This is an optimization exercise on Yosys and OpenROAD, whose aim is small area, a short achievable clock period and few clock cycles per item, not a production implementation.
At most, simulation tests tie the RTL to the original design; equivalence was not proved.
Function not checked in runs 3 and 4: the RTL went through the layout flow alone.
Power is estimated from default activity; no workload was simulated.

--- design/flow/flow/run.sh ---
#!/bin/bash
# The standard layout (standard.sh), with plain buf_1 cells as the port buffers.
export BUFFER_PORTS_ARGS="-buffer_cell sky130_fd_sc_hd__buf_1"
bash standard.sh > standard_run.log 2>&1
--- design/flow/standard.sh ---
#!/bin/bash
# synth_recipe.tcl (not shown) runs the flow's synth.tcl, then flattens the netlist and writes it again
# the make line also repeats each setting of config.mk as NAME=value (left out here)
make -C /OpenROAD-flow-scripts/flow DESIGN_CONFIG=/design/flow/config.mk WORK_HOME=/design/flow/orfs CLKGATE_MAP_FILE= SYNTH_SCRIPT=/design/flow/synth_recipe.tcl "${@:-finish}"
--- design/flow/config.mk ---
export PLATFORM = sky130hd
export DESIGN_NAME = cnetz_rxdec
export DESIGN_NICKNAME = cnetz_rxdec
export VERILOG_FILES = /design/flow/design.v
export SDC_FILE = /design/flow/constraint.sdc
export NUM_CORES = 4
export LEC_CHECK = 0
export CAP_MARGIN = 20
export CORE_MARGIN = 2
export CORE_UTILIZATION = 40
export CTS_CLUSTER_DIAMETER = 200
export CTS_CLUSTER_SIZE = 50
export SLEW_MARGIN = 20
export SYNTH_HIERARCHICAL = 1
export SYNTH_MINIMUM_KEEP_SIZE = 0
--- design/flow/constraint.sdc ---
create_clock -name core_clock -period 10.0 [get_ports {clk}]
set_input_delay 2.0000 -clock core_clock [delete_from_list [all_inputs] [get_ports {clk}]]
set_output_delay 2.0000 -clock core_clock [all_outputs]
set_load 0.01 [all_outputs]
--- design/flow/design.v ---
module cnetz_bchdec (input wire [14:0] w, output wire [6:0] data, output wire [1:0] code);
    wire n1; cnetz_x2 u1 (.a(w[2]), .b(w[10]), .y(n1));
    wire n2; cnetz_x2 u2 (.a(w[4]), .b(w[11]), .y(n2));
    wire n3; cnetz_x2 u3 (.a(w[1]), .b(w[13]), .y(n3));
    wire n4; cnetz_x2 u4 (.a(w[1]), .b(w[2]), .y(n4));
    wire n5; cnetz_x2 u5 (.a(w[3]), .b(w[14]), .y(n5));
    wire n6; cnetz_x2 u6 (.a(w[3]), .b(w[4]), .y(n6));
    wire n7; cnetz_x2 u7 (.a(w[7]), .b(w[14]), .y(n7));
    wire n8; cnetz_x2 u8 (.a(w[0]), .b(w[13]), .y(n8));
    wire n9; cnetz_x2 u9 (.a(w[6]), .b(w[9]), .y(n9));
    wire n10; cnetz_x2 u10 (.a(w[11]), .b(w[13]), .y(n10));
    wire n11; cnetz_x2 u11 (.a(w[8]), .b(w[9]), .y(n11));
    wire n12; cnetz_x2 u12 (.a(w[8]), .b(w[10]), .y(n12));
    wire n13; cnetz_x2 u13 (.a(w[4]), .b(w[12]), .y(n13));
    wire n14; cnetz_x2 u14 (.a(w[11]), .b(w[12]), .y(n14));
    wire n15; cnetz_x2 u15 (.a(w[5]), .b(w[7]), .y(n15));
    wire n16; cnetz_x2 u16 (.a(w[5]), .b(w[14]), .y(n16));
    wire n17; cnetz_x2 u17 (.a(w[4]), .b(w[8]), .y(n17));
    wire n18; cnetz_x2 u18 (.a(w[7]), .b(w[13]), .y(n18));
    wire n19; cnetz_x2 u19 (.a(w[0]), .b(w[11]), .y(n19));
    wire n20; cnetz_x2 u20 (.a(w[6]), .b(w[10]), .y(n20));
    wire n21; cnetz_x2 u21 (.a(n3), .b(n16), .y(n21));
    wire n22; cnetz_x2 u22 (.a(n2), .b(n15), .y(n22));
    wire n23; cnetz_x2 u23 (.a(n9), .b(n18), .y(n23));
    wire n24; cnetz_x2 u24 (.a(n6), .b(n20), .y(n24));
    wire n25; cnetz_x2 u25 (.a(n8), .b(n13), .y(n25));
    wire n26; cnetz_x2 u26 (.a(n11), .b(n19), .y(n26));
    wire n27; cnetz_x2 u27 (.a(n4), .b(n17), .y(n27));
    wire n28; cnetz_x2 u28 (.a(n5), .b(n14), .y(n28));
    wire n29; cnetz_x2 u29 (.a(n1), .b(n10), .y(n29));
    wire n30; cnetz_x2 u30 (.a(n7), .b(n12), .y(n30));
    wire n31; cnetz_x2 u31 (.a(n22), .b(n23), .y(n31));
    wire n32; cnetz_x2 u32 (.a(n24), .b(n29), .y(n32));
    wire n33; cnetz_x2 u33 (.a(n27), .b(n28), .y(n33));
    wire n34; cnetz_x2 u34 (.a(n24), .b(n26), .y(n34));
    wire n35; cnetz_x2 u35 (.a(n25), .b(n26), .y(n35));
    wire n36; cnetz_x2 u36 (.a(n27), .b(n29), .y(n36));
    wire n37; cnetz_x2 u37 (.a(n21), .b(n26), .y(n37));
    wire n38; cnetz_x2 u38 (.a(n25), .b(n28), .y(n38));
    wire n39; cnetz_x2 u39 (.a(n32), .b(n38), .y(n39));
    wire n40; cnetz_x2 u40 (.a(n21), .b(n31), .y(n40));
    wire n41; cnetz_x2 u41 (.a(n27), .b(n23), .y(n41));
    wire n42; cnetz_x2 u42 (.a(n35), .b(n36), .y(n42));
    wire n43; cnetz_x2 u43 (.a(n31), .b(n35), .y(n43));
    wire n44; cnetz_x2 u44 (.a(n31), .b(n32), .y(n44));
    wire n45; cnetz_x2 u45 (.a(n21), .b(n34), .y(n45));
    wire n46; cnetz_x2 u46 (.a(n23), .b(n33), .y(n46));
    wire n47; cnetz_x2 u47 (.a(n27), .b(n32), .y(n47));
    wire n48; cnetz_nand2 u48 (.a(n27), .b(n26), .y(n48));
    wire n49; cnetz_nor2 u49 (.a(n43), .b(n30), .y(n49));
    wire n50; cnetz_nand2 u50 (.a(n43), .b(n30), .y(n50));
    wire n51; cnetz_nor2 u51 (.a(n27), .b(n26), .y(n51));
    wire n52; cnetz_o22ai u52 (.a(n48), .b(n49), .c(n50), .d(n51), .y(n52));
    cnetz_x2 u53 (.a(w[8]), .b(n52), .y(data[0]));
    wire n54; cnetz_nand2 u54 (.a(n44), .b(n26), .y(n54));
    wire n55; cnetz_nor2 u55 (.a(n42), .b(n23), .y(n55));
    wire n56; cnetz_nand2 u56 (.a(n42), .b(n23), .y(n56));
    wire n57; cnetz_nor2 u57 (.a(n44), .b(n26), .y(n57));
    wire n58; cnetz_o22ai u58 (.a(n54), .b(n55), .c(n56), .d(n57), .y(n58));
    cnetz_x2 u59 (.a(w[9]), .b(n58), .y(data[1]));
    wire n60; cnetz_nand2 u60 (.a(n24), .b(n42), .y(n60));
    wire n61; cnetz_nor2 u61 (.a(n29), .b(n30), .y(n61));
    wire n62; cnetz_nand2 u62 (.a(n29), .b(n30), .y(n62));
    wire n63; cnetz_nor2 u63 (.a(n24), .b(n42), .y(n63));
    wire n64; cnetz_o22ai u64 (.a(n60), .b(n61), .c(n62), .d(n63), .y(n64));
    cnetz_x2 u65 (.a(w[10]), .b(n64), .y(data[2]));
    wire n66; cnetz_nand2 u66 (.a(n22), .b(n26), .y(n66));
    wire n67; cnetz_nor2 u67 (.a(n29), .b(n28), .y(n67));
    wire n68; cnetz_nand2 u68 (.a(n29), .b(n28), .y(n68));
    wire n69; cnetz_nor2 u69 (.a(n22), .b(n26), .y(n69));
    wire n70; cnetz_o22ai u70 (.a(n66), .b(n67), .c(n68), .d(n69), .y(n70));
    cnetz_x2 u71 (.a(w[11]), .b(n70), .y(data[3]));
    wire n72; cnetz_nand2 u72 (.a(n43), .b(n42), .y(n72));
    wire n73; cnetz_nor2 u73 (.a(n25), .b(n28), .y(n73));
    wire n74; cnetz_nand2 u74 (.a(n25), .b(n28), .y(n74));
    wire n75; cnetz_nor2 u75 (.a(n43), .b(n42), .y(n75));
    wire n76; cnetz_o22ai u76 (.a(n72), .b(n73), .c(n74), .d(n75), .y(n76));
    cnetz_x2 u77 (.a(w[12]), .b(n76), .y(data[4]));
    wire n78; cnetz_nand2 u78 (.a(n23), .b(n29), .y(n78));
    wire n79; cnetz_nor2 u79 (.a(n25), .b(n21), .y(n79));
    wire n80; cnetz_nand2 u80 (.a(n25), .b(n21), .y(n80));
    wire n81; cnetz_nor2 u81 (.a(n23), .b(n29), .y(n81));
    wire n82; cnetz_o22ai u82 (.a(n78), .b(n79), .c(n80), .d(n81), .y(n82));
    cnetz_x2 u83 (.a(w[13]), .b(n82), .y(data[5]));
    wire n84; cnetz_nand2 u84 (.a(n39), .b(n30), .y(n84));
    wire n85; cnetz_nor2 u85 (.a(n28), .b(n21), .y(n85));
    wire n86; cnetz_nand2 u86 (.a(n28), .b(n21), .y(n86));
    wire n87; cnetz_nor2 u87 (.a(n39), .b(n30), .y(n87));
    wire n88; cnetz_o22ai u88 (.a(n84), .b(n85), .c(n86), .d(n87), .y(n88));
    cnetz_x2 u89 (.a(w[14]), .b(n88), .y(data[6]));
    wire [3:0] kc;
    cnetz_cube u_cube (.p({n34, n33, n41, n37}), .k(kc));
    wire n90; cnetz_x2 u90 (.a(kc[0]), .b(n47), .y(n90));
    wire n91; cnetz_x2 u91 (.a(kc[1]), .b(n40), .y(n91));
    wire n92; cnetz_x2 u92 (.a(kc[2]), .b(n46), .y(n92));
    wire n93; cnetz_x2 u93 (.a(kc[3]), .b(n45), .y(n93));
    wire n94; cnetz_or4 u94 (.a(n37), .b(n41), .c(n33), .d(n34), .y(n94));
    wire n95; cnetz_or4 u95 (.a(n47), .b(n40), .c(n46), .d(n45), .y(n95));
    wire n96; cnetz_nand2 u96 (.a(n47), .b(kc[1]), .y(n96));
    wire n97; cnetz_nand2 u97 (.a(n40), .b(kc[0]), .y(n97));
    wire n98; cnetz_nand2 u98 (.a(n46), .b(kc[3]), .y(n98));
    wire n99; cnetz_nand2 u99 (.a(n45), .b(kc[2]), .y(n99));
    wire n100; cnetz_x2 u100 (.a(n96), .b(n97), .y(n100));
    wire n101; cnetz_x2 u101 (.a(n98), .b(n99), .y(n101));
    wire n102; cnetz_xn2 u102 (.a(n100), .b(n101), .y(n102));
    wire n103; cnetz_nor2 u103 (.a(n90), .b(n91), .y(n103));
    wire n104; cnetz_nor2 u104 (.a(n92), .b(n93), .y(n104));
    cnetz_nand2 u105 (.a(n103), .b(n104), .y(code[1]));
    wire n106; cnetz_nor2 u106 (.a(n94), .b(n95), .y(n106));
    cnetz_a31oi u107 (.a(code[1]), .b(n102), .c(n94), .d(n106), .y(code[0]));
endmodule
module cnetz_cube(p, k);
  input [3:0] p;
  wire [3:0] p;
  output [3:0] k;
  wire [3:0] k;
  wire _00_;
  wire _01_;
  wire _02_;
  wire _03_;
  wire _04_;
  wire _05_;
    cnetz_g_or2 _06_ (.A(p[1]), .B(p[2]), .X(k[2]));
    cnetz_g_nand2 _07_ (.A(p[2]), .B(p[0]), .Y(_00_));
    cnetz_g_nand2 _08_ (.A(p[3]), .B(p[1]), .Y(_01_));
    cnetz_g_xor2 _09_ (.A(_00_), .B(_01_), .X(k[1]));
    cnetz_g_nand2b _10_ (.A_N(p[0]), .B(p[1]), .Y(_02_));
    cnetz_g_nand3 _11_ (.A(p[3]), .B(p[2]), .C(_02_), .Y(_03_));
    cnetz_g_or3 _12_ (.A(p[2]), .B(p[0]), .C(_01_), .X(_04_));
    cnetz_g_nand3b _13_ (.A_N(p[3]), .B(p[1]), .C(p[0]), .Y(_05_));
    cnetz_g_nand3 _14_ (.A(_03_), .B(_04_), .C(_05_), .Y(k[0]));
    cnetz_g_or2 _15_ (.A(p[3]), .B(p[0]), .X(k[3]));
endmodule
module cnetz_g_or2 (input wire A, input wire B, output wire X);
    assign X = (A) | (B);
endmodule
module cnetz_g_nand2 (input wire A, input wire B, output wire Y);
    assign Y = (~A) | (~B);
endmodule
module cnetz_g_xor2 (input wire A, input wire B, output wire X);
    assign X = (A&~B) | (~A&B);
endmodule
module cnetz_g_nand2b (input wire A_N, input wire B, output wire Y);
    assign Y = (A_N) | (~B);
endmodule
module cnetz_g_nand3 (input wire A, input wire B, input wire C, output wire Y);
    assign Y = (~A) | (~B) | (~C);
endmodule
module cnetz_g_or3 (input wire A, input wire B, input wire C, output wire X);
    assign X = (A) | (B) | (C);
endmodule
module cnetz_g_nand3b (input wire A_N, input wire B, input wire C, output wire Y);
    assign Y = (A_N) | (~B) | (~C);
endmodule
module cnetz_a2 (input wire a, input wire b, output wire y);
    assign y = a & b;
endmodule
module cnetz_a21o (input wire a, input wire b, input wire c, output wire y);
    assign y = (a & b) | c;
endmodule
module cnetz_a31oi (input wire a, input wire b, input wire c, input wire d, output wire y);
    assign y = ~((a & b & c) | d);
endmodule
module cnetz_maj (input wire a, input wire b, input wire c, output wire y);
    assign y = (a & b) | (a & c) | (b & c);
endmodule
module cnetz_nand2 (input wire a, input wire b, output wire y);
    assign y = ~(a & b);
endmodule
module cnetz_nor2 (input wire a, input wire b, output wire y);
    assign y = ~(a | b);
endmodule
module cnetz_o22ai (input wire a, input wire b, input wire c, input wire d, output wire y);
    assign y = ~((a | b) & (c | d));
endmodule
module cnetz_or2 (input wire a, input wire b, output wire y);
    assign y = a | b;
endmodule
module cnetz_or4 (input wire a, input wire b, input wire c, input wire d, output wire y);
    assign y = a | b | c | d;
endmodule
module cnetz_x2 (input wire a, input wire b, output wire y);
    assign y = a ^ b;
endmodule
module cnetz_xn2 (input wire a, input wire b, output wire y);
    assign y = ~(a ^ b);
endmodule
module cnetz_rxdec (
    input  wire         clk,
    input  wire         rst,           
    input  wire         in_valid,
    output wire         in_ready,
    input  wire [149:0] in_frame,
    output reg          out_valid,
    input  wire         out_ready,
    output reg  [2:0]   out_stat,      
    output wire [63:0]  out_payload,
    output wire [5:0]   out_pad,
    output wire [19:0]  out_eflags,    
    output wire [4:0]   out_errcnt
);
    localparam [2:0] ST_OK        = 3'd1;
    localparam [2:0] ST_CORRECTED = 3'd2;
    localparam [2:0] ST_UNCORR    = 3'd3;
    localparam [2:0] ST_IDLE      = 3'd4;
    wire [14:0] word [0:9];
    wire [6:0]  data [0:9];
    wire [1:0]  code [0:9];
    genvar g, c;
    generate
        for (g = 0; g < 10; g = g + 1) begin : lane
            for (c = 0; c < 15; c = c + 1) begin : bitmap
                assign word[g][14-c] = in_frame[149 - (10*c + g)];
            end
            cnetz_bchdec u_dec (
                .w    (word[g]),
                .data (data[g]),
                .code (code[g])
            );
        end
    endgenerate
    reg [69:0] info_r;       
    reg [19:0] code_r;       
    cnetz_or2 u_in_ready (.a(!out_valid), .b(out_ready), .y(in_ready));
    wire load = !out_valid || out_ready;
    always @(posedge clk) begin
        if (rst)
            out_valid <= 1'b0;
        else if (load)
            out_valid <= in_valid;
    end
    always @(posedge clk) begin
        if (load) begin
            info_r <= {data[0], data[1], data[2], data[3], data[4],
                       data[5], data[6], data[7], data[8], data[9]};
            code_r <= {code[9], code[8], code[7], code[6], code[5],
                       code[4], code[3], code[2], code[1], code[0]};
        end
    end
    assign out_payload = info_r[69:6];
    assign out_pad     = info_r[5:0];
    assign out_eflags  = code_r;
    wire [9:0] c_lo, c_hi;
    generate
        for (g = 0; g < 10; g = g + 1) begin : split
            assign c_lo[g] = code_r[2*g];
            assign c_hi[g] = code_r[2*g+1];
        end
    endgenerate
    cnetz_ecsum u_errcnt (.a(c_lo), .b(c_hi), .o(out_errcnt));
    wire any_fail = |(c_lo & c_hi);
    wire idle     = (&out_payload) || !(|out_payload);
    always @* begin
        if (any_fail)
            out_stat = ST_UNCORR;
        else if (idle)
            out_stat = ST_IDLE;
        else if (!(|code_r))
            out_stat = ST_OK;
        else
            out_stat = ST_CORRECTED;
    end
endmodule
module cnetz_ecsum (input wire [9:0] a, input wire [9:0] b, output wire [4:0] o);
    wire e1; cnetz_x2 ue1 (.a(a[0]), .b(a[1]), .y(e1));
    wire e2; cnetz_x2 ue2 (.a(b[0]), .b(b[1]), .y(e2));
    wire e3; cnetz_a21o ue3 (.a(a[0]), .b(a[1]), .c(e2), .y(e3));
    wire e4; cnetz_a2 ue4 (.a(b[0]), .b(b[1]), .y(e4));
    wire e5; cnetz_x2 ue5 (.a(a[2]), .b(a[3]), .y(e5));
    wire e6; cnetz_x2 ue6 (.a(b[2]), .b(b[3]), .y(e6));
    wire e7; cnetz_a21o ue7 (.a(a[2]), .b(a[3]), .c(e6), .y(e7));
    wire e8; cnetz_a2 ue8 (.a(b[2]), .b(b[3]), .y(e8));
    wire e9; cnetz_x2 ue9 (.a(a[4]), .b(a[5]), .y(e9));
    wire e10; cnetz_x2 ue10 (.a(b[4]), .b(b[5]), .y(e10));
    wire e11; cnetz_a21o ue11 (.a(a[4]), .b(a[5]), .c(e10), .y(e11));
    wire e12; cnetz_a2 ue12 (.a(b[4]), .b(b[5]), .y(e12));
    wire e13; cnetz_x2 ue13 (.a(a[6]), .b(a[7]), .y(e13));
    wire e14; cnetz_x2 ue14 (.a(b[6]), .b(b[7]), .y(e14));
    wire e15; cnetz_a21o ue15 (.a(a[6]), .b(a[7]), .c(e14), .y(e15));
    wire e16; cnetz_a2 ue16 (.a(b[6]), .b(b[7]), .y(e16));
    wire e17; cnetz_x2 ue17 (.a(a[8]), .b(a[9]), .y(e17));
    wire e18; cnetz_x2 ue18 (.a(b[8]), .b(b[9]), .y(e18));
    wire e19; cnetz_a21o ue19 (.a(a[8]), .b(a[9]), .c(e18), .y(e19));
    wire e20; cnetz_a2 ue20 (.a(b[8]), .b(b[9]), .y(e20));
    wire e21; cnetz_x2 ue21 (.a(e1), .b(e5), .y(e21));
    wire e22; cnetz_x2 ue22 (.a(e21), .b(e9), .y(e22));
    wire e23; cnetz_maj ue23 (.a(e1), .b(e5), .c(e9), .y(e23));
    wire e24; cnetz_x2 ue24 (.a(e13), .b(e17), .y(e24));
    cnetz_x2 ue25 (.a(e24), .b(e22), .y(o[0]));
    wire e26; cnetz_maj ue26 (.a(e13), .b(e17), .c(e22), .y(e26));
    wire e27; cnetz_x2 ue27 (.a(e3), .b(e7), .y(e27));
    wire e28; cnetz_x2 ue28 (.a(e27), .b(e11), .y(e28));
    wire e29; cnetz_maj ue29 (.a(e3), .b(e7), .c(e11), .y(e29));
    wire e30; cnetz_x2 ue30 (.a(e15), .b(e19), .y(e30));
    wire e31; cnetz_x2 ue31 (.a(e30), .b(e23), .y(e31));
    wire e32; cnetz_maj ue32 (.a(e15), .b(e19), .c(e23), .y(e32));
    wire e33; cnetz_x2 ue33 (.a(e28), .b(e31), .y(e33));
    cnetz_x2 ue34 (.a(e33), .b(e26), .y(o[1]));
    wire e35; cnetz_maj ue35 (.a(e28), .b(e31), .c(e26), .y(e35));
    wire e36; cnetz_x2 ue36 (.a(e4), .b(e8), .y(e36));
    wire e37; cnetz_x2 ue37 (.a(e36), .b(e12), .y(e37));
    wire e38; cnetz_maj ue38 (.a(e4), .b(e8), .c(e12), .y(e38));
    wire e39; cnetz_x2 ue39 (.a(e16), .b(e20), .y(e39));
    wire e40; cnetz_x2 ue40 (.a(e39), .b(e37), .y(e40));
    wire e41; cnetz_maj ue41 (.a(e16), .b(e20), .c(e37), .y(e41));
    wire e42; cnetz_x2 ue42 (.a(e29), .b(e40), .y(e42));
    wire e43; cnetz_x2 ue43 (.a(e42), .b(e32), .y(e43));
    wire e44; cnetz_maj ue44 (.a(e29), .b(e40), .c(e32), .y(e44));
    cnetz_x2 ue45 (.a(e43), .b(e35), .y(o[2]));
    wire e46; cnetz_a2 ue46 (.a(e43), .b(e35), .y(e46));
    wire e47; cnetz_x2 ue47 (.a(e38), .b(e41), .y(e47));
    wire e48; cnetz_x2 ue48 (.a(e47), .b(e44), .y(e48));
    wire e49; cnetz_maj ue49 (.a(e38), .b(e41), .c(e44), .y(e49));
    cnetz_x2 ue50 (.a(e48), .b(e46), .y(o[3]));
    wire e51; cnetz_a2 ue51 (.a(e48), .b(e46), .y(e51));
    cnetz_x2 ue52 (.a(e49), .b(e51), .y(o[4]));
    wire e53; cnetz_a2 ue53 (.a(e49), .b(e51), .y(e53));
endmodule
==> parameters.txt, run 1 <==
Parameter                              Value

Min path
  Hold Startpoint    out_valid$_SDFFE_PP0P_
  Tightest Hold Check Type    register to register

GRT
  Number of antenna violations at the first check in global routing    0
  Maximum number of pins on one net before global-route repair    60
  Overall global routing resource usage    19.4%
  Global-route wire length before repair    47.8 mm
  Number of global-route vias before repair    9365
  Total congestion overflow after global routing    0

Route
  Aggregate routed wire length    30.0 mm
  Vias per std cell    4.93
  Number of detailed-route iterations in the first pass    4
  Drt drc    0
  Antenna violation net count after detailed routing    0
  Wirelength per Cell    14.8 um
  Initial detailed-routing violation count    512
  Routed vias    10000

Run
  Max Cap Violations    0

Placement
  Quantity of I/O buffers inserted on ports    253
  Total placed instance area    13000 um^2
  Placer Congestion    0.872
  Placed wire-length estimate after detailed placement    24.9 mm
  Placed insts    2017

Synth
  Dominant cell type by area after synthesis    sky130_fd_sc_hd__xor2_1
  Flip-flop and latch count after synthesis    91
  Number of distinct library cells after synthesis    31
  Sequential-to-total area share from yosys stat    23.6%
  Fraction of registers with async set/reset    0%
  Number of enable-type register cells in the synthesized netlist    90
  Syn Inst Count    1378
  Post-synth top flop    sky130_fd_sc_hd__edfxtp_1
  Mean cell area of the mapped netlist    8.38 um^2
  Synth warnings    7
  Number of nets in the synthesized netlist    1532
  Post-synth top area share    48.6%
  Cell area after technology mapping    11600 um^2
  Largest cells by area after synthesis    sky130_fd_sc_hd__xor2_1 49%, sky130_fd_sc_hd__edfxtp_1 23%, sky130_fd_sc_hd__nand2_1 6.9%

Outcome
  Outcome    complete, no violations

STA
  Highest attainable clock frequency    204 MHz
  Tcrit/Tclk final    49.0%
  Sum of negative setup slack    0 ns
  Maximum clock skew at final layout    0.00464 ns
  Max_slew headroom    36.2%
  Measured slew at the worst slew-check pin    0.949 ns
  Shortest period the worst path allows    4.90 ns
  RSZ-0062 raised after global routing    false
  Slew Limit Fails    0
  # setup viols final    0
  Number of endpoints with negative hold slack in the final report    0

Pwr
  Total power per unit cell area    299 nW/um^2
  PnR Total Power    3970 uW
  Leakage power of the design    0.00532 uW
  Worst vdd rail ir drop    0.000184 V

Finish
  Register Area    2720 um^2
  Multi-input gate area    8830 um^2
  Diodes inserted    0
  Final nets    1798
  Share of cells above drive strength 1    1.94%
  Final core utilization    46.6%
  Post-route non-filler standard cell count    2033
  Area added between synthesis and finish    15.1%
  Final non-filler cell area    13300 um^2
  Number of inserted filler cells in the final layout    2887

Floorplan
  Total die area    30300 um^2
  Width of the die    174 um
  Die Span Y    174 um
  Starting Density    40.5%
  Number of ports placed on the die boundary    254
  Total number of placement rows    62
  Placeable core region    28500 um^2

Clock network
  Clock Sink Count    91
  Root Driver    sky130_fd_sc_hd__clkbuf_16
  Hold_buf cts    0
  Number of gates given a new drive strength after cts    0
  Clock slew seen by the registers of the worst setup and hold paths    0.07 ns
  Post-CTS setup repair buffer count    0
  Depth of the CTS H-tree    3
  Buffer levels on the longest clock path    2
  TritonCTS clock tree    yes
  Total clock buffers created by CTS    9
  Clk Latency, worst-skew pair    0.35 ns

Worst setup path
  Category of the worst setup path capture point    primary output
  Worst reg2reg setup slack    8.11 ns
  Max Fanout on Critical Path    5
  Critical path class    register to primary output
  Critical path startpoint category    register
  Setup crit end    out_errcnt[4]
  Arrival time worst endpoint    2.90 ns
  Reg-to-reg startpoint    out_valid$_SDFFE_PP0P_
  Data required time of the worst path    8.00 ns
  Reg-to-reg critical path endpoint    info_r[51]$_DFFE_PP_
  CP Launch Point    code_r[5]$_DFFE_PP_
  Worst r2r path cells    2
==> cell type report <==
| cell class | count | share of cell area, % |
|---|---|---|
| Multi-Input combinational cell | 1285 | 66.4 |
| Sequential cell | 91 | 20.5 |
| Timing Repair Buffer | 255 | 7.25 |
| Tap cell | 384 | 3.61 |
| Clock buffer | 9 | 1.69 |
| Clock inverter | 7 | 0.508 |
| Inverter | 2 | 0.0565 |
==> state kept, by name, indices dropped and copies added, names as in the netlist <==
signal / flops
out_valid: 1
info_r: 70
code_r: 20
==> critical path: stages, from the launching register on <==
cell                       delay, ns
sky130_fd_sc_hd__edfxtp_1       0.55
sky130_fd_sc_hd__and2_1         0.26
sky130_fd_sc_hd__xor2_1         0.18
sky130_fd_sc_hd__xor2_1         0.25
sky130_fd_sc_hd__xor2_1         0.26
sky130_fd_sc_hd__xor2_1         0.20
sky130_fd_sc_hd__xor2_1         0.22
sky130_fd_sc_hd__and2_1         0.18
sky130_fd_sc_hd__and2_1         0.14
sky130_fd_sc_hd__xor2_1         0.13
sky130_fd_sc_hd__buf_1          0.18
==> cells by family (layout without fill, tap and decap cells) <==
group | after synthesis | in the layout | share of synthesized area [%]
buffers and inverters | 2 | 273 | 0.0650
xor gates and xnor gates | 651 | 651 | 49.4
adders and majority gates | 9 | 9 | 0.877
and+or+nand+nor | 532 | 532 | 20.8
DFF | 91 | 91 | 23.6
AOI/OAI and AO/OA | 93 | 93 | 5.30
==> routing by layer <==
layer  share of wire [%]  track usage, %  up-vias  wire length, um
li1                    -               -     5155                -
met1                  48            26.4     4629            14500
met2                  47            32.7      213            14000
met3                 3.4            2.10       28             1030
met4                 1.6            5.36        0              486
met5                   0               0        -                0
==> metrics by stage <==
step / setup WS, ns / hold WS [ns]
final: 5.10 / 0.899
after global routing: 4.88 / 0.963
after CTS: 5.03 / 0.918
after detailed placement: 5.11 / 0.908
after global placement: 5.27 / 0.897
after floorplan: 5.33 / 2.07
==> worst min-delay path by stage <==
stage                                   endpoint  slack (ns)  cells past startpoint
after global placement    out_valid$_SDFFE_PP0P_        0.90                      2
after global routing      out_valid$_SDFFE_PP0P_        0.96                      2
after floorplan           out_valid$_SDFFE_PP0P_        2.07                      1
after detailed placement  out_valid$_SDFFE_PP0P_        0.91                      2
after CTS                 out_valid$_SDFFE_PP0P_        0.92                      2
final                     out_valid$_SDFFE_PP0P_        0.90                      2
==> Yosys cell counts, drive strengths merged (2+ instances only) <==
library cell / n
a21o: 5
a221oi: 2
a22o: 2
a31oi: 10
and2: 7
edfxtp: 90
inv: 2
maj3: 9
nand2: 212
nand2b: 11
nand3: 21
nand3b: 10
nand4: 21
nor2: 172
nor4: 25
o22ai: 70
or2: 21
or3: 10
or4: 21
xnor2: 10
xor2: 641
==> Yosys stat by module, one instance, submodules excluded, a selection <==
| module | flip-flops and latches | area [um^2] |
|---|---|---|
| cnetz_x2 | 0 | 8.76 |
| cnetz_a2 | 0 | 6.26 |
| cnetz_xn2 | 0 | 8.76 |
| cnetz_or2 | 0 | 6.26 |
| cnetz_rxdec | 91 | 3160 |
| cnetz_or4 | 0 | 7.51 |
| cnetz_g_or2 | 0 | 6.26 |
| cnetz_g_or3 | 0 | 6.26 |
| cnetz_maj | 0 | 11.3 |
| cnetz_o22ai | 0 | 6.26 |
| cnetz_g_nand2 | 0 | 3.75 |
| cnetz_g_xor2 | 0 | 8.76 |
| cnetz_a21o | 0 | 7.51 |
| cnetz_nand2 | 0 | 3.75 |
| cnetz_a31oi | 0 | 6.26 |
==> where the power goes <==
part	switching [uW]	internal, uW
Sequential	200	695
Combinational	1650	1070
Clock	161	193
==> cell usage in the layout, fill, tap and decap left out, types with 2 or more instances in the layout <==
cell type	count
sky130_fd_sc_hd__clkinvlp_4	2
sky130_fd_sc_hd__xor2_1	641
sky130_fd_sc_hd__a21o_1	5
sky130_fd_sc_hd__xnor2_1	10
sky130_fd_sc_hd__clkinv_2	2
sky130_fd_sc_hd__or4_1	20
sky130_fd_sc_hd__buf_1	253
sky130_fd_sc_hd__edfxtp_1	90
sky130_fd_sc_hd__clkbuf_16	9
sky130_fd_sc_hd__or3_1	10
sky130_fd_sc_hd__and2_1	7
sky130_fd_sc_hd__inv_1	2
sky130_fd_sc_hd__nand3b_1	10
sky130_fd_sc_hd__nor2_1	171
sky130_fd_sc_hd__a22o_1	2
sky130_fd_sc_hd__maj3_2	9
sky130_fd_sc_hd__nand2b_1	10
sky130_fd_sc_hd__buf_4	2
sky130_fd_sc_hd__nor4_1	24
sky130_fd_sc_hd__o22ai_1	70
sky130_fd_sc_hd__or2_1	21
sky130_fd_sc_hd__a31oi_1	10
sky130_fd_sc_hd__nand3_1	21
sky130_fd_sc_hd__nand2_1	212
sky130_fd_sc_hd__nand4_1	20
sky130_fd_sc_hd__a221oi_1	2
Testbench counts, summed over its fixed seeds: cycles 4,008, items 4,000.
==> inputs of run 2 (changes only) <==
--- a/design/flow/config.mk
+++ b/design/flow/config.mk
@@ -10,4 +10,2 @@
 export CORE_UTILIZATION = 40
-export CTS_CLUSTER_DIAMETER = 200
-export CTS_CLUSTER_SIZE = 50
 export SLEW_MARGIN = 20
==> run 2 against run 1 <==
Net effect:
- still clean
- maximum frequency is the same
- final cell count is the same
- utilization is the same
- global-route usage is the same
- area after synthesis is the same
- clock skew is the same
- clock power is essentially flat
- sequential power is essentially flat
- non-clock buffer count is the same
- final area is the same
- sequential cell count is the same
- wire length is the same
- critical path type unchanged
- largest cell class unchanged
==> parameters.txt, run 2 <==
Parameter                              Value

Worst setup path
  Max Fanout on Critical Path    5 (unchanged)
  CP dominant cell by count    sky130_fd_sc_hd__xor2_1
  CP Launch Point    code_r[5]$_DFFE_PP_
  Reg-to-reg startpoint    out_valid$_SDFFE_PP0P_
  Setup crit end    out_errcnt[4]
  Worst r2r path cells    2 (unchanged)
  Reg-to-reg critical path endpoint    info_r[51]$_DFFE_PP_
  Worst reg2reg setup slack    8.11 ns (about the same)
  Arrival time worst endpoint    2.90 ns (about the same)
  Data required time of the worst path    8.00 ns (about the same)
  Critical path class    register to primary output
  Highest cell delay on the worst timing path    0.55 ns (about the same)
  Cell type of the slowest stage on the worst timing path    sky130_fd_sc_hd__edfxtp_1
  Category of the worst setup path capture point    primary output
  Critical path startpoint category    register
  Cell chain of the critical path    and2_1 > xor2_1 > xor2_1 > xor2_1 > xor2_1 > xor2_1 > and2_1 > and2_1 > xor2_1 > buf_1

Floorplan
  Die Span Y    174 um (unchanged)
  Starting Density    40.5% (unchanged)
  Total die area    30300 um^2 (unchanged)
  Placeable core region    28500 um^2 (unchanged)
  Width of the die    174 um (unchanged)
  Total number of placement rows    62 (unchanged)
  Number of ports placed on the die boundary    254 (unchanged)

Route
  Amount of wire on met2 after detailed routing    14.0 mm (unchanged)
  Antenna violation net count after detailed routing    0 (unchanged)
  Vias per std cell    4.93 (unchanged)
  Drt drc    0 (unchanged)
  Initial detailed-routing violation count    512 (unchanged)
  Highest routed metal layer    met4
  Routed vias    10000 (unchanged)
  Number of detailed-route iterations in the first pass    4 (unchanged)
  Aggregate routed wire length    30.0 mm (unchanged)
  Detailed-routed wire length on met3    1.03 mm (unchanged)
  Wirelength per Cell    14.8 um (unchanged)
  Wl on met1    14.5 mm (unchanged)

Finish
  Final nets    1798 (unchanged)
  Commonest non-fill, non-tap cell in the layout    sky130_fd_sc_hd__xor2_1
  Share of cells above drive strength 1    1.94% (unchanged)
  Max FFs per register    70 (unchanged)
  Diodes inserted    0 (unchanged)
  Commonest cells after routing, fill and taps aside    641 x sky130_fd_sc_hd__xor2_1, 253 x sky130_fd_sc_hd__buf_1, 212 x sky130_fd_sc_hd__nand2_1
  Area added between synthesis and finish    15.1% (unchanged)
  Final core utilization    46.6% (unchanged)
  Post-route non-filler standard cell count    2033 (unchanged)
  Top reg by flops    info_r
  Largest registers ranked by flip-flop count    info_r x70, code_r x20, out_valid x1

Pwr
  Clock Power Share    8.9% (about the same)
  Switching Share    50.6% (unchanged)
  Total internal power    1960 uW (unchanged)
  Part of the power in registers    22.5% (about the same)
  Comb pwr share    68.6% (about the same)
  Total power per unit cell area    299 nW/um^2 (unchanged)
  Power spent charging and discharging nets    2010 uW (unchanged)
  Worst vdd rail ir drop    0.000184 V (unchanged)
  Leakage power of the design    0.00532 uW (unchanged)

Synth
  Synth warnings    7 (unchanged)
  Syn Inst Count    1378 (unchanged)
  Dominant cell type by area after synthesis    sky130_fd_sc_hd__xor2_1
  Largest cells by area after synthesis    sky130_fd_sc_hd__xor2_1 49%, sky130_fd_sc_hd__edfxtp_1 23%, sky130_fd_sc_hd__nand2_1 6.9%
  Mean cell area of the mapped netlist    8.38 um^2 (unchanged)
  Number of distinct library cells after synthesis    31 (unchanged)
  Post-synth top flop    sky130_fd_sc_hd__edfxtp_1
  Number of nets in the synthesized netlist    1532 (unchanged)
  Sequential-to-total area share from yosys stat    23.6% (unchanged)
  Flip-flop and latch count after synthesis    91 (unchanged)
  Cell area after technology mapping    11600 um^2 (unchanged)
  Post-synth top area share    48.6% (unchanged)
  Top post-synthesis cells by count    641 x sky130_fd_sc_hd__xor2_1, 212 x sky130_fd_sc_hd__nand2_1, 171 x sky130_fd_sc_hd__nor2_1
  Most numerous cell in the Yosys netlist    sky130_fd_sc_hd__xor2_1
  Fraction of registers with async set/reset    0% (unchanged)
  Number of enable-type register cells in the synthesized netlist    90 (unchanged)

STA
  # setup viols final    0 (unchanged)
  RSZ-0062 raised after global routing    false
  Shortest period the worst path allows    4.90 ns (unchanged)
  Highest attainable clock frequency    204 MHz (unchanged)
  Slew Limit Fails    0 (unchanged)
  Number of endpoints with negative hold slack in the final report    0 (unchanged)
  Tcrit/Tclk final    49.0% (unchanged)
  Max_slew headroom    36.2% (unchanged)
  Sum of negative setup slack    0 ns (unchanged)
  Measured slew at the worst slew-check pin    0.949 ns (unchanged)
  Maximum clock skew at final layout    0.00464 ns (unchanged)

Placement
  Placer Congestion    0.872 (unchanged)
  Placed insts    2017 (unchanged)
  Placed wire-length estimate after detailed placement    24.9 mm (unchanged)
  Quantity of I/O buffers inserted on ports    253 (unchanged)

GRT
  Number of global-route vias before repair    9365 (unchanged)
  Total congestion overflow after global routing    0 (unchanged)
  Overall global routing resource usage    19.4% (unchanged)
  Number of antenna violations at the first check in global routing    0 (unchanged)
  Maximum number of pins on one net before global-route repair    60 (unchanged)
  Global-route wire length before repair    47.8 mm (unchanged)

Outcome
  Outcome    complete, no violations

Min path
  Tightest Hold Check Type    register to register
  Hold Path Cell Cnt    2 (unchanged)

Clock network
  Clock slew seen by the registers of the worst setup and hold paths    0.07 ns (about the same)
  Post-CTS setup repair buffer count    0 (unchanged)
  Root Driver    sky130_fd_sc_hd__clkbuf_16
  Clk Latency, worst-skew pair    0.35 ns (about the same)
  Total clock buffers created by CTS    9 (unchanged)
  Clock Sink Count    91 (unchanged)
  Number of gates given a new drive strength after cts    0 (unchanged)
  Hold_buf cts    0 (unchanged)
  TritonCTS clock tree    yes
  Depth of the CTS H-tree    3 (unchanged)
  Buffer levels on the longest clock path    2 (unchanged)

Run
  Max Cap Violations    0 (unchanged)
run 2: cell counts after synthesis:
No cell type changed its count.
run 2: critical path, delay by kind of cell (launching register included):
family | cells | cell delay (ns)
and+or+nand+nor | 3 | 0.58
DFF | 1 | 0.55
xor gates and xnor gates | 6 | 1.24
buffers and inverters | 1 | 0.18
run 2: per-module statistics from Yosys (local to each module, per instance), a selection:
| module | times used | cell area (um^2) | flops+latches |
|---|---|---|---|
| cnetz_a2 | 7 | 6.26 | 0 |
| cnetz_a21o | 5 | 7.51 | 0 |
| cnetz_a31oi | 10 | 6.26 | 0 |
| cnetz_g_nand2b | 10 | 6.26 | 0 |
| cnetz_g_nand3 | 20 | 5.00 | 0 |
| cnetz_g_nand3b | 10 | 7.51 | 0 |
| cnetz_g_or3 | 10 | 6.26 | 0 |
| cnetz_nand2 | 190 | 3.75 | 0 |
| cnetz_o22ai | 70 | 6.26 | 0 |
| cnetz_xn2 | 10 | 8.76 | 0 |
run 2: cell families after synthesis:
| logic type | Yosys count | share of synthesized area [%] |
|---|---|---|
| XOR/XNOR | 651 | 49.4 |
| AO/OA/AOI/OAI | 93 | 5.30 |
| adder cells (fa/ha/maj) | 9 | 0.877 |
| AND/OR/NAND/NOR | 532 | 20.8 |
| flip-flops | 91 | 23.6 |
| buffers and inverters | 2 | 0.0650 |
run 2: per-stage QoR:
step / setup WS [ns] / hold WS (ns) / total power [uW] / area [um^2]
final: 5.10 / 0.899 / 3970 / 13300
after global routing: 4.88 / 0.963 / 4360 / 13300
after CTS: 5.03 / 0.918 / 4010 / 13300
after detailed placement: 5.11 / 0.908 / 3640 / 13000
after global placement: 5.27 / 0.897 / 3580 / 13000
after floorplan: 5.33 / 2.07 / 2940 / 11600
run 2: layout make-up:
type / instances / area, um^2
flip-flops and latches: 91 / 2720
multi-input cells: 1285 / 8830
clock buffers: 9 / 225
fillers: 2887 / 15200
repair buffers: 255 / 965
clock inverters: 7 / 67.6
inverters: 2 / 7.51
well taps: 384 / 480
run 2: how the worst min path moves through the flow:
stage                     slack [ns]                endpoint              startpoint
after floorplan                 2.07  out_valid$_SDFFE_PP0P_                     rst
after global placement          0.90  out_valid$_SDFFE_PP0P_  out_valid$_SDFFE_PP0P_
after detailed placement        0.91  out_valid$_SDFFE_PP0P_  out_valid$_SDFFE_PP0P_
after CTS                       0.92  out_valid$_SDFFE_PP0P_  out_valid$_SDFFE_PP0P_
after global routing            0.96  out_valid$_SDFFE_PP0P_  out_valid$_SDFFE_PP0P_
final                           0.90  out_valid$_SDFFE_PP0P_  out_valid$_SDFFE_PP0P_
run 2: power groups by stage:
stage               logic (uW)  registers, uW  clock network [uW]
global route              3070            917                 379
global placement          2680            900                   0
finish                    2730            895                 354
CTS                       2750            896                 365
floorplan                 2040            902                   0
detailed placement        2740            903                   0
run 2: metal layers:
| layer | global-route usage, % | up-vias |
|---|---|---|
| met3 | 2.10 | 28 |
| met5 | 0 | - |
| met4 | 5.36 | 0 |
| met1 | 26.4 | 4629 |
| met2 | 32.7 | 213 |
| li1 | - | 5155 |
==> inputs of run 3 (changes only) <==
--- a/design/flow/design.v
+++ b/design/flow/design.v
@@ -169,2 +169,5 @@
 endmodule
+module cnetz_nand4 (input wire a, input wire b, input wire c, input wire d, output wire y);
+    assign y = ~(a & b & c & d);
+endmodule
 module cnetz_nor2 (input wire a, input wire b, output wire y);
@@ -172,2 +175,5 @@
 endmodule
+module cnetz_o21ai (input wire a, input wire b, input wire c, output wire y);
+    assign y = ~((a | b) & c);
+endmodule
 module cnetz_o22ai (input wire a, input wire b, input wire c, input wire d, output wire y);
@@ -249,5 +255,6 @@
     endgenerate
-    cnetz_ecsum u_errcnt (.a(c_lo), .b(c_hi), .o(out_errcnt));
+    wire [14:0] psum;        
+    cnetz_ecsum u_errcnt (.a(c_lo), .b(c_hi), .o(out_errcnt), .ps(psum));
+    wire idle = (&out_payload) || !(|out_payload);
     wire any_fail = |(c_lo & c_hi);
-    wire idle     = (&out_payload) || !(|out_payload);
     always @* begin
@@ -257,3 +264,3 @@
             out_stat = ST_IDLE;
-        else if (!(|code_r))
+        else if (!(|psum))
             out_stat = ST_OK;
@@ -263,35 +270,35 @@
 endmodule
-module cnetz_ecsum (input wire [9:0] a, input wire [9:0] b, output wire [4:0] o);
-    wire e1; cnetz_x2 ue1 (.a(a[0]), .b(a[1]), .y(e1));
+module cnetz_ecsum (input wire [9:0] a, input wire [9:0] b, output wire [4:0] o, output wire [14:0] ps);
+    cnetz_x2 ue1 (.a(a[0]), .b(a[1]), .y(ps[0]));
     wire e2; cnetz_x2 ue2 (.a(b[0]), .b(b[1]), .y(e2));
-    wire e3; cnetz_a21o ue3 (.a(a[0]), .b(a[1]), .c(e2), .y(e3));
-    wire e4; cnetz_a2 ue4 (.a(b[0]), .b(b[1]), .y(e4));
-    wire e5; cnetz_x2 ue5 (.a(a[2]), .b(a[3]), .y(e5));
+    cnetz_a21o ue3 (.a(a[0]), .b(a[1]), .c(e2), .y(ps[1]));
+    cnetz_a2 ue4 (.a(b[0]), .b(b[1]), .y(ps[2]));
+    cnetz_x2 ue5 (.a(a[2]), .b(a[3]), .y(ps[3]));
     wire e6; cnetz_x2 ue6 (.a(b[2]), .b(b[3]), .y(e6));
-    wire e7; cnetz_a21o ue7 (.a(a[2]), .b(a[3]), .c(e6), .y(e7));
-    wire e8; cnetz_a2 ue8 (.a(b[2]), .b(b[3]), .y(e8));
-    wire e9; cnetz_x2 ue9 (.a(a[4]), .b(a[5]), .y(e9));
+    cnetz_a21o ue7 (.a(a[2]), .b(a[3]), .c(e6), .y(ps[4]));
+    cnetz_a2 ue8 (.a(b[2]), .b(b[3]), .y(ps[5]));
+    cnetz_x2 ue9 (.a(a[4]), .b(a[5]), .y(ps[6]));
     wire e10; cnetz_x2 ue10 (.a(b[4]), .b(b[5]), .y(e10));
-    wire e11; cnetz_a21o ue11 (.a(a[4]), .b(a[5]), .c(e10), .y(e11));
-    wire e12; cnetz_a2 ue12 (.a(b[4]), .b(b[5]), .y(e12));
-    wire e13; cnetz_x2 ue13 (.a(a[6]), .b(a[7]), .y(e13));
+    cnetz_a21o ue11 (.a(a[4]), .b(a[5]), .c(e10), .y(ps[7]));
+    cnetz_a2 ue12 (.a(b[4]), .b(b[5]), .y(ps[8]));
+    cnetz_x2 ue13 (.a(a[6]), .b(a[7]), .y(ps[9]));
     wire e14; cnetz_x2 ue14 (.a(b[6]), .b(b[7]), .y(e14));
-    wire e15; cnetz_a21o ue15 (.a(a[6]), .b(a[7]), .c(e14), .y(e15));
-    wire e16; cnetz_a2 ue16 (.a(b[6]), .b(b[7]), .y(e16));
-    wire e17; cnetz_x2 ue17 (.a(a[8]), .b(a[9]), .y(e17));
+    cnetz_a21o ue15 (.a(a[6]), .b(a[7]), .c(e14), .y(ps[10]));
+    cnetz_a2 ue16 (.a(b[6]), .b(b[7]), .y(ps[11]));
+    cnetz_x2 ue17 (.a(a[8]), .b(a[9]), .y(ps[12]));
     wire e18; cnetz_x2 ue18 (.a(b[8]), .b(b[9]), .y(e18));
-    wire e19; cnetz_a21o ue19 (.a(a[8]), .b(a[9]), .c(e18), .y(e19));
-    wire e20; cnetz_a2 ue20 (.a(b[8]), .b(b[9]), .y(e20));
-    wire e21; cnetz_x2 ue21 (.a(e1), .b(e5), .y(e21));
-    wire e22; cnetz_x2 ue22 (.a(e21), .b(e9), .y(e22));
-    wire e23; cnetz_maj ue23 (.a(e1), .b(e5), .c(e9), .y(e23));
-    wire e24; cnetz_x2 ue24 (.a(e13), .b(e17), .y(e24));
+    cnetz_a21o ue19 (.a(a[8]), .b(a[9]), .c(e18), .y(ps[13]));
+    cnetz_a2 ue20 (.a(b[8]), .b(b[9]), .y(ps[14]));
+    wire e21; cnetz_x2 ue21 (.a(ps[0]), .b(ps[3]), .y(e21));
+    wire e22; cnetz_x2 ue22 (.a(e21), .b(ps[6]), .y(e22));
+    wire e23; cnetz_maj ue23 (.a(ps[0]), .b(ps[3]), .c(ps[6]), .y(e23));
+    wire e24; cnetz_x2 ue24 (.a(ps[9]), .b(ps[12]), .y(e24));
     cnetz_x2 ue25 (.a(e24), .b(e22), .y(o[0]));
-    wire e26; cnetz_maj ue26 (.a(e13), .b(e17), .c(e22), .y(e26));
-    wire e27; cnetz_x2 ue27 (.a(e3), .b(e7), .y(e27));
-    wire e28; cnetz_x2 ue28 (.a(e27), .b(e11), .y(e28));
-    wire e29; cnetz_maj ue29 (.a(e3), .b(e7), .c(e11), .y(e29));
-    wire e30; cnetz_x2 ue30 (.a(e15), .b(e19), .y(e30));
+    wire e26; cnetz_maj ue26 (.a(ps[9]), .b(ps[12]), .c(e22), .y(e26));
+    wire e27; cnetz_x2 ue27 (.a(ps[1]), .b(ps[4]), .y(e27));
+    wire e28; cnetz_x2 ue28 (.a(e27), .b(ps[7]), .y(e28));
+    wire e29; cnetz_maj ue29 (.a(ps[1]), .b(ps[4]), .c(ps[7]), .y(e29));
+    wire e30; cnetz_x2 ue30 (.a(ps[10]), .b(ps[13]), .y(e30));
     wire e31; cnetz_x2 ue31 (.a(e30), .b(e23), .y(e31));
-    wire e32; cnetz_maj ue32 (.a(e15), .b(e19), .c(e23), .y(e32));
+    wire e32; cnetz_maj ue32 (.a(ps[10]), .b(ps[13]), .c(e23), .y(e32));
     wire e33; cnetz_x2 ue33 (.a(e28), .b(e31), .y(e33));
@@ -299,20 +306,20 @@
     wire e35; cnetz_maj ue35 (.a(e28), .b(e31), .c(e26), .y(e35));
-    wire e36; cnetz_x2 ue36 (.a(e4), .b(e8), .y(e36));
-    wire e37; cnetz_x2 ue37 (.a(e36), .b(e12), .y(e37));
-    wire e38; cnetz_maj ue38 (.a(e4), .b(e8), .c(e12), .y(e38));
-    wire e39; cnetz_x2 ue39 (.a(e16), .b(e20), .y(e39));
+    wire e36; cnetz_x2 ue36 (.a(ps[2]), .b(ps[5]), .y(e36));
+    wire e37; cnetz_x2 ue37 (.a(e36), .b(ps[8]), .y(e37));
+    wire e38; cnetz_maj ue38 (.a(ps[2]), .b(ps[5]), .c(ps[8]), .y(e38));
+    wire e39; cnetz_x2 ue39 (.a(ps[11]), .b(ps[14]), .y(e39));
     wire e40; cnetz_x2 ue40 (.a(e39), .b(e37), .y(e40));
-    wire e41; cnetz_maj ue41 (.a(e16), .b(e20), .c(e37), .y(e41));
-    wire e42; cnetz_x2 ue42 (.a(e29), .b(e40), .y(e42));
-    wire e43; cnetz_x2 ue43 (.a(e42), .b(e32), .y(e43));
-    wire e44; cnetz_maj ue44 (.a(e29), .b(e40), .c(e32), .y(e44));
-    cnetz_x2 ue45 (.a(e43), .b(e35), .y(o[2]));
-    wire e46; cnetz_a2 ue46 (.a(e43), .b(e35), .y(e46));
-    wire e47; cnetz_x2 ue47 (.a(e38), .b(e41), .y(e47));
-    wire e48; cnetz_x2 ue48 (.a(e47), .b(e44), .y(e48));
-    wire e49; cnetz_maj ue49 (.a(e38), .b(e41), .c(e44), .y(e49));
-    cnetz_x2 ue50 (.a(e48), .b(e46), .y(o[3]));
-    wire e51; cnetz_a2 ue51 (.a(e48), .b(e46), .y(e51));
-    cnetz_x2 ue52 (.a(e49), .b(e51), .y(o[4]));
-    wire e53; cnetz_a2 ue53 (.a(e49), .b(e51), .y(e53));
+    wire e41; cnetz_maj ue41 (.a(ps[11]), .b(ps[14]), .c(e37), .y(e41));
+    wire e42; cnetz_x2 ue42 (.a(e29), .b(e32), .y(e42));
+    wire e43; cnetz_x2 ue43 (.a(e42), .b(e40), .y(e43));
+    wire e44; cnetz_maj ue44 (.a(e29), .b(e32), .c(e40), .y(e44));
+    wire e45; cnetz_x2 ue45 (.a(e38), .b(e41), .y(e45));
+    wire e46; cnetz_x2 ue46 (.a(e45), .b(e44), .y(e46));
+    wire e47; cnetz_maj ue47 (.a(e38), .b(e41), .c(e44), .y(e47));
+    cnetz_x2 ue48 (.a(e43), .b(e35), .y(o[2]));
+    wire e49; cnetz_a2 ue49 (.a(e43), .b(e35), .y(e49));
+    cnetz_x2 ue50 (.a(e46), .b(e49), .y(o[3]));
+    wire e51; cnetz_a2 ue51 (.a(e46), .b(e49), .y(e51));
+    cnetz_x2 ue52 (.a(e47), .b(e51), .y(o[4]));
+    wire e53; cnetz_a2 ue53 (.a(e47), .b(e51), .y(e53));
 endmodule
==> run 3 against run 2 <==
Net effect:
- via count up 0.21%
- final area down 0.69%
- sequential power down 1%
- global-route usage down 0.41 points
- wire length down 1.9%
- non-clock buffer count down 1
- sequential share of layout area up 0.14 points
- combinational power about the same
- still clean on timing, DRC and antenna
- largest power group unchanged
- first-iteration DRC count up 30%
==> parameters.txt, run 3 <==
Parameter                              Value

Synth
  Number of enable-type register cells in the synthesized netlist    90 (unchanged)
  Synth warnings    7 (unchanged)
  Flip-flop and latch count after synthesis    91 (unchanged)
  Number of nets in the synthesized netlist    1530 (-0.13%)
  Sequential-to-total area share from yosys stat    23.6% (+0.082 points)
  Most numerous cell in the Yosys netlist    sky130_fd_sc_hd__xor2_1
  Post-synth top flop    sky130_fd_sc_hd__edfxtp_1
  Mean cell area of the mapped netlist    8.37 um^2 (-0.20%)
  Fraction of registers with async set/reset    0% (unchanged)
  Top post-synthesis cells by count    641 x sky130_fd_sc_hd__xor2_1, 211 x sky130_fd_sc_hd__nand2_1, 170 x sky130_fd_sc_hd__nor2_1
  Cell area after technology mapping    11500 um^2 (-0.35%)
  Post-synth top area share    48.8% (+0.17 points)
  Syn Inst Count    1376 (-0.15%)
  Number of distinct library cells after synthesis    29 (-6.5%)
  Dominant cell type by area after synthesis    sky130_fd_sc_hd__xor2_1
  Largest cells by area after synthesis    sky130_fd_sc_hd__xor2_1 49%, sky130_fd_sc_hd__edfxtp_1 23%, sky130_fd_sc_hd__nand2_1 6.9%

Worst setup path
  Critical path class    register to primary output
  Worst r2r path cells    2 (unchanged)
  Max Fanout on Critical Path    3 (-2)
  Category of the worst setup path capture point    primary output
  Critical path startpoint category    register
  Arrival time worst endpoint    2.86 ns (-0.04 ns)
  Reg-to-reg startpoint    out_valid$_SDFFE_PP0P_
  CP Launch Point    info_r[27]$_DFFE_PP_
  Data required time of the worst path    8.00 ns (about the same)

Finish
  Commonest non-fill, non-tap cell in the layout    sky130_fd_sc_hd__xor2_1
  Max FFs per register    70 (unchanged)
  Diodes inserted    0 (unchanged)
  Number of inserted filler cells in the final layout    2861 (-0.90%)
  Area added between synthesis and finish    14.7%
  Final non-filler cell area    13200 um^2 (-0.69%)
  Final nets    1795 (-0.17%)
  Register Area    2720 um^2 (unchanged)
  Top reg by flops    info_r
  Share of cells above drive strength 1    1.40% (-0.54 points)
  Multi-input gate area    8790 um^2 (-0.45%)
  Largest registers ranked by flip-flop count    info_r x70, code_r x20, out_valid x1
  Commonest cells after routing, fill and taps aside    641 x sky130_fd_sc_hd__xor2_1, 253 x sky130_fd_sc_hd__buf_1, 211 x sky130_fd_sc_hd__nand2_1

GRT
  Number of global-route vias before repair    9303 (-0.66%)
  Global-route wire length before repair    47.1 mm (-1.6%)
  Overall global routing resource usage    19.0% (-0.41 points)
  Total congestion overflow after global routing    0 (unchanged)
  Number of antenna violations at the first check in global routing    0 (unchanged)
  Maximum number of pins on one net before global-route repair    67 (+12%)

STA
  Measured slew at the worst slew-check pin    0.862 ns (-0.0870 ns)
  RSZ-0062 raised after global routing    false
  # setup viols final    0 (unchanged)
  Sum of negative setup slack    0 ns (unchanged)
  Final worst slack    5.14 ns (+0.0403 ns)
  Maximum clock skew at final layout    0.00798 ns (+0.00335 ns)
  Slew Limit Fails    0 (unchanged)
  Max_slew headroom    42.5% (+6.4 points)
  Shortest period the worst path allows    4.86 ns (-0.0403 ns)
  Highest attainable clock frequency    206 MHz (+0.83%)
  Hold Worst Slack    0.843 ns (-0.0552 ns)
  Number of endpoints with negative hold slack in the final report    0 (unchanged)
  Tcrit/Tclk final    48.6% (-0.40 points)

Placement
  Quantity of I/O buffers inserted on ports    253 (unchanged)
  Total placed instance area    13000 um^2 (-0.37%)
  Placed wire-length estimate after detailed placement    24.2 mm (-3.0%)
  Placer Congestion    0.860 (-1.4%)
  Dpl ws    5.17 ns (+0.0554 ns)

Route
  Initial detailed-routing violation count    664 (+30%)
  Drt drc    0 (unchanged)
  Vias per std cell    4.95 (+0.46%)
  Aggregate routed wire length    29.4 mm (-1.9%)
  Antenna violation net count after detailed routing    0 (unchanged)
  Number of detailed-route iterations in the first pass    5 (+1)
  Routed vias    10000 (+0.21%)
  Wirelength per Cell    14.5 um (-1.6%)

Clock network
  Total clock buffers created by CTS    9 (unchanged)
  Clock Sink Count    91 (unchanged)
  TritonCTS clock tree    yes
  Clock slew seen by the registers of the worst setup and hold paths    0.06 ns (about the same)
  Buffer levels on the longest clock path    2 (unchanged)
  Hold_buf cts    0 (unchanged)
  Number of gates given a new drive strength after cts    0 (unchanged)
  Clk Latency, worst-skew pair    0.35 ns (about the same)
  Root Driver    sky130_fd_sc_hd__clkbuf_16
  Post-CTS setup repair buffer count    0 (unchanged)
  Depth of the CTS H-tree    3 (unchanged)

Min path
  Tightest Hold Check Type    register to register
  Hold Startpoint    out_valid$_SDFFE_PP0P_
  Hold Path Cell Cnt    2 (unchanged)

Pwr
  Leakage power of the design    0.00528 uW (-0.72%)
  Total power per unit cell area    298 nW/um^2 (-0.35%)
  PnR Total Power    3930 uW (-1.0%)
  Worst vdd rail ir drop    0.000152 V (-17%)

Outcome
  Outcome    complete, no violations

Floorplan
  Placeable core region    28500 um^2 (unchanged)
  Total die area    30200 um^2 (-0.34%)
  Total number of placement rows    62 (unchanged)
  Starting Density    40.3% (-0.14 points)
  Number of ports placed on the die boundary    254 (unchanged)
  Die Span Y    174 um (-0.17%)
  Width of the die    174 um (-0.17%)

Run
  Max Cap Violations    0 (unchanged)
## run 3: worst paths after layout
path	endpoint	slack [ns]
worst max-delay path	out_stat[2]	5.14
worst min-delay path	out_valid$_SDFFE_PP0P_	0.84
worst max register to register	code_r[10]$_DFFE_PP_	8.15
worst min register to register	out_valid$_SDFFE_PP0P_	0.84
## run 3: layout make-up
| cell class | instances | share of cell area (%) |
|---|---|---|
| multi-input cells | 1283 | 66.6 |
| flip-flops and latches | 91 | 20.6 |
| repair buffers | 254 | 7.25 |
| well taps | 384 | 3.64 |
| clock buffers | 10 | 1.73 |
| clock inverters | 4 | 0.152 |
| inverters | 2 | 0.0568 |
## run 3: routing by layer
metal / global-route usage (%) / vias to the layer above / wire length, um
met5: 0 / - / 0
met4: 4.13 / 0 / 382
met3: 2.43 / 25 / 1440
met2: 31.3 / 263 / 13400
met1: 26.7 / 4616 / 14200
li1: - / 5142 / -
## run 3: cells by family (layout without fill, tap and decap cells)
logic type               count (synthesis)  count (layout)  synth area share [%]
AO/OA/AOI/OAI                           93              93                  5.17
buffers and inverters                    2             270                0.0652
adder cells (fa/ha/maj)                  9               9                 0.880
flip-flops                              91              91                  23.6
AND/OR/NAND/NOR                        530             530                  20.7
XOR/XNOR                               651             651                  49.5
## run 3: worst max-delay path, cell delays in order, from the launching register on
cell and delay, ns:
sky130_fd_sc_hd__edfxtp_1 0.48, sky130_fd_sc_hd__nor4_1 0.74, sky130_fd_sc_hd__nand4_1 0.25, sky130_fd_sc_hd__or4_1 0.52
sky130_fd_sc_hd__nand2_1 0.19, sky130_fd_sc_hd__and2_1 0.16, sky130_fd_sc_hd__buf_1 0.15
## run 3: per-module statistics from Yosys (local to each module, per instance), excerpt
module / copies in the design / area, um^2
cnetz_g_nand3b: 10 / 7.51
cnetz_g_or3: 10 / 6.26
cnetz_g_xor2: 10 / 8.76
cnetz_g_nand2b: 10 / 6.26
cnetz_g_nand2: 20 / 3.75
cnetz_o22ai: 70 / 6.26
## run 3: power breakdown
group	total (uW)	internal [uW]	switching [uW]
Combinational	2740	1080	1660
Sequential	886	696	190
Clock	312	164	148
Total	3930	1940	2000
## run 3: through the flow
step | util (%) | cells
2_1_floorplan | - | 1376
3_3_place_gp | 45.4 | 2014
3_5_place_dp | 45.4 | 2014
4_1_cts | 46.3 | 2028
5_1_grt | 46.3 | 2028
6_report | 46.3 | 2028
==> inputs of run 4 (changes only) <==
--- a/design/flow/config.mk
+++ b/design/flow/config.mk
@@ -10,2 +10,3 @@
 export CORE_UTILIZATION = 40
+export CTS_BUF_LIST = sky130_fd_sc_hd__clkbuf_8
 export SLEW_MARGIN = 20
==> run 4 against run 3 <==
Net effect:
- still clean
- clock-buffer cell count fell by 1
- area after synthesis did not move
- combinational power is essentially flat
- global-route usage about the same
- clock power shrank 29%
- first-iteration DRC count shrank 6.5%
- synthesized cell count did not move
- wire length rose by 0.18%
- utilization is 0.35 points lower
- final cell count hardly changed
- critical path type unchanged
- largest cell class unchanged
- largest power group unchanged
==> parameters.txt, run 4 <==
Parameter                              Value

Outcome
  Outcome    complete, no violations

Worst setup path
  Arrival time worst endpoint    2.89 ns (+0.03 ns)
  Data required time of the worst path    8.00 ns (about the same)
  Category of the worst setup path capture point    primary output
  Critical path startpoint category    register
  Worst reg2reg setup slack    8.14 ns (about the same)
  Max Fanout on Critical Path    4 (+1)
  Critical path class    register to primary output

STA
  Highest attainable clock frequency    205 MHz (-0.65%)
  Shortest period the worst path allows    4.89 ns (+0.0320 ns)
  Slew Limit Fails    0 (unchanged)
  Final worst slack    5.11 ns (-0.0320 ns)
  # setup viols final    0 (unchanged)
  Maximum clock skew at final layout    0.0117 ns (+0.00375 ns)
  Measured slew at the worst slew-check pin    0.867 ns (+0.00487 ns)
  Sum of negative setup slack    0 ns (unchanged)
  RSZ-0062 raised after global routing    false
  Number of endpoints with negative hold slack in the final report    0 (unchanged)
  Tcrit/Tclk final    48.9% (+0.32 points)
  Max_slew headroom    42.2% (-0.32 points)

Finish
  Final non-filler cell area    13100 um^2 (-0.75%)
  Commonest cells after routing, fill and taps aside    641 x sky130_fd_sc_hd__xor2_1, 253 x sky130_fd_sc_hd__buf_1, 211 x sky130_fd_sc_hd__nand2_1
  Final nets    1795 (unchanged)
  Commonest non-fill, non-tap cell in the layout    sky130_fd_sc_hd__xor2_1
  Final core utilization    45.9% (-0.35 points)
  Max FFs per register    70 (unchanged)
  Top reg by flops    info_r
  Largest registers ranked by flip-flop count    info_r x70, code_r x20, out_valid x1
  Share of cells above drive strength 1    1.40% (unchanged)
  Area added between synthesis and finish    13.9%

Synth
  Synth warnings    7 (unchanged)
  Cell area after technology mapping    11500 um^2 (unchanged)
  Fraction of registers with async set/reset    0% (unchanged)
  Number of enable-type register cells in the synthesized netlist    90 (unchanged)
  Mean cell area of the mapped netlist    8.37 um^2 (unchanged)
  Post-synth top area share    48.8% (unchanged)
  Post-synth top flop    sky130_fd_sc_hd__edfxtp_1
  Sequential-to-total area share from yosys stat    23.6% (unchanged)
  Syn Inst Count    1376 (unchanged)
  Dominant cell type by area after synthesis    sky130_fd_sc_hd__xor2_1
  Number of distinct library cells after synthesis    29 (unchanged)
  Top post-synthesis cells by count    641 x sky130_fd_sc_hd__xor2_1, 211 x sky130_fd_sc_hd__nand2_1, 170 x sky130_fd_sc_hd__nor2_1
  Flip-flop and latch count after synthesis    91 (unchanged)
  Largest cells by area after synthesis    sky130_fd_sc_hd__xor2_1 49%, sky130_fd_sc_hd__edfxtp_1 23%, sky130_fd_sc_hd__nand2_1 6.9%
  Most numerous cell in the Yosys netlist    sky130_fd_sc_hd__xor2_1
  Number of nets in the synthesized netlist    1530 (unchanged)

Clock network
  Buffer levels on the longest clock path    2 (unchanged)
  Depth of the CTS H-tree    3 (unchanged)
  Hold_buf cts    0 (unchanged)
  Clk Latency, worst-skew pair    0.38 ns (+0.03 ns)
  Post-CTS setup repair buffer count    0 (unchanged)
  Clock Sink Count    91 (unchanged)
  Root Driver    sky130_fd_sc_hd__clkbuf_8
  TritonCTS clock tree    yes
  Number of gates given a new drive strength after cts    0 (unchanged)
  Total clock buffers created by CTS    9 (unchanged)
  Clock slew seen by the registers of the worst setup and hold paths    0.09 ns (+0.03 ns)

Placement
  Dpl ws    5.17 ns (unchanged)
  Placed wire-length estimate after detailed placement    24.2 mm (unchanged)
  Quantity of I/O buffers inserted on ports    253 (unchanged)
  Placer Congestion    0.860 (unchanged)
  Total placed instance area    13000 um^2 (unchanged)

Route
  Initial detailed-routing violation count    621 (-6.5%)
  Antenna violation net count after detailed routing    0 (unchanged)
  Drt drc    0 (unchanged)
  Vias per std cell    4.94 (-0.21%)
  Wirelength per Cell    14.5 um (+0.13%)
  Routed vias    10000 (-0.16%)
  Aggregate routed wire length    29.5 mm (+0.18%)
  Number of detailed-route iterations in the first pass    5 (unchanged)

Pwr
  PnR Total Power    3850 uW (-2.2%)
  Total power per unit cell area    293 nW/um^2 (-1.5%)
  Worst vdd rail ir drop    0.000152 V (-0.13%)
  Leakage power of the design    0.00524 uW (-0.80%)

Floorplan
  Total number of placement rows    62 (unchanged)
  Starting Density    40.3% (unchanged)
  Die Span Y    174 um (unchanged)
  Total die area    30200 um^2 (unchanged)
  Number of ports placed on the die boundary    254 (unchanged)
  Width of the die    174 um (unchanged)
  Placeable core region    28500 um^2 (unchanged)

GRT
  Number of antenna violations at the first check in global routing    0 (unchanged)
  Global-route wire length before repair    47.1 mm (about the same)
  Number of global-route vias before repair    9297 (-0.064%)
  Total congestion overflow after global routing    0 (unchanged)
  Overall global routing resource usage    19.0% (-0.037 points)
  Maximum number of pins on one net before global-route repair    67 (unchanged)

Run
  Max Cap Violations    0 (unchanged)

Min path
  Tightest Hold Check Type    register to register
[run 4: cell counts after synthesis]
No cell type changed its count.
[run 4: kinds of logic after synthesis]
group	Yosys count	synth area share, %
xor+xnor	651	49.5
simple gates	530	20.7
compound gates	93	5.17
flops	91	23.6
fa+ha+maj	9	0.880
buf+inv	2	0.0652
[run 4: area by class of cell]
type	count	area (um^2)
flip-flops and latches	91	2720
well taps	384	480
fillers	2873	15400
multi-input cells	1283	8790
clock inverters	5	23.8
repair buffers	254	957
inverters	2	7.51
diodes	1	2.50
clock buffers	9	124
[run 4: metrics by stage]
stage	hold WS (ns)	cells
floorplan	2.07	1376
global placement	0.843	2014
detailed placement	0.870	2014
CTS	0.873	2028
global route	0.924	2028
finish	0.842	2029
[run 4: Yosys stat by module, one instance, submodules excluded, a selection]
module / flops+latches / times used
cnetz_a21o: 0 / 5
cnetz_maj: 0 / 9
cnetz_nand2: 0 / 190
cnetz_g_xor2: 0 / 10
cnetz_x2: 0 / 631
cnetz_o22ai: 0 / 70
cnetz_or2: 0 / 1
cnetz_xn2: 0 / 10
cnetz_g_nand3b: 0 / 10
cnetz_rxdec: 91 / 1
cnetz_g_or2: 0 / 20
cnetz_a31oi: 0 / 10
[run 4: worst max-delay path: stages, from the launching register on]
cell and delay [ns]:
sky130_fd_sc_hd__edfxtp_1 0.54, sky130_fd_sc_hd__xor2_1 0.26, sky130_fd_sc_hd__maj3_2 0.37, sky130_fd_sc_hd__maj3_2 0.34, sky130_fd_sc_hd__xor2_1 0.19, sky130_fd_sc_hd__xor2_1 0.21, sky130_fd_sc_hd__and2_1 0.18, sky130_fd_sc_hd__and2_1 0.14
sky130_fd_sc_hd__xor2_1 0.13, sky130_fd_sc_hd__buf_1 0.16
[run 4: metal layers]
metal | global-route usage (%) | vias up | share of wire, %
met5 | 0 | - | 0
met4 | 3.61 | 0 | 0.97
met3 | 2.28 | 21 | 4.1
met2 | 31.4 | 246 | 46
met1 | 26.8 | 4627 | 49
li1 | - | 5136 | -
[run 4: power by group]
group	switching, uW	total (uW)	internal, uW
clock	136	221	84.9
sequential	190	884	695
combinational	1660	2740	1080
[run 4: worst paths after layout]
kind | cells past startpoint | start | endpoint
max | 9 | code_r[10]$_DFFE_PP_ | out_errcnt[4]
min | 2 | out_valid$_SDFFE_PP0P_ | out_valid$_SDFFE_PP0P_
max reg2reg | 2 | out_valid$_SDFFE_PP0P_ | code_r[10]$_DFFE_PP_
min reg2reg | 2 | out_valid$_SDFFE_PP0P_ | out_valid$_SDFFE_PP0P_

separate check: timing with driven ports:
How much do the figures lean on ideal ports? The routed layouts below were timed once more, with nothing changed but the port constraints.
Step 1 sets driving cells, clkbuf_16 on the clock port and buf_2 on the other inputs (assumed; they add their load-dependent delay and slew).
Step 2 also shifts input and output timing later by t, the mid clock arrival at the registers, as if the neighbouring blocks saw the same clock.
Slacks: ideal ports / drivers / drivers and shift; pairs: ideal ports / drivers.
run	shift t [ns]	setup slack, ns	worst setup path at the end	worst register clock-pin slew, ns	cell pins on the clock port's net
run 1	0.391	5.103 / 5.060 / 5.100	input to register	0.07 / 0.07	1
run 2	0.391	5.103 / 5.060 / 5.100	input to register	0.07 / 0.07	1
run 3	0.393	5.144 / 5.097 / 5.147	input to register	0.07 / 0.07	1
run 4	0.412	5.112 / 5.070 / 5.131	input to register	0.10 / 0.10	1
After both steps setup and hold are still met in every run listed.
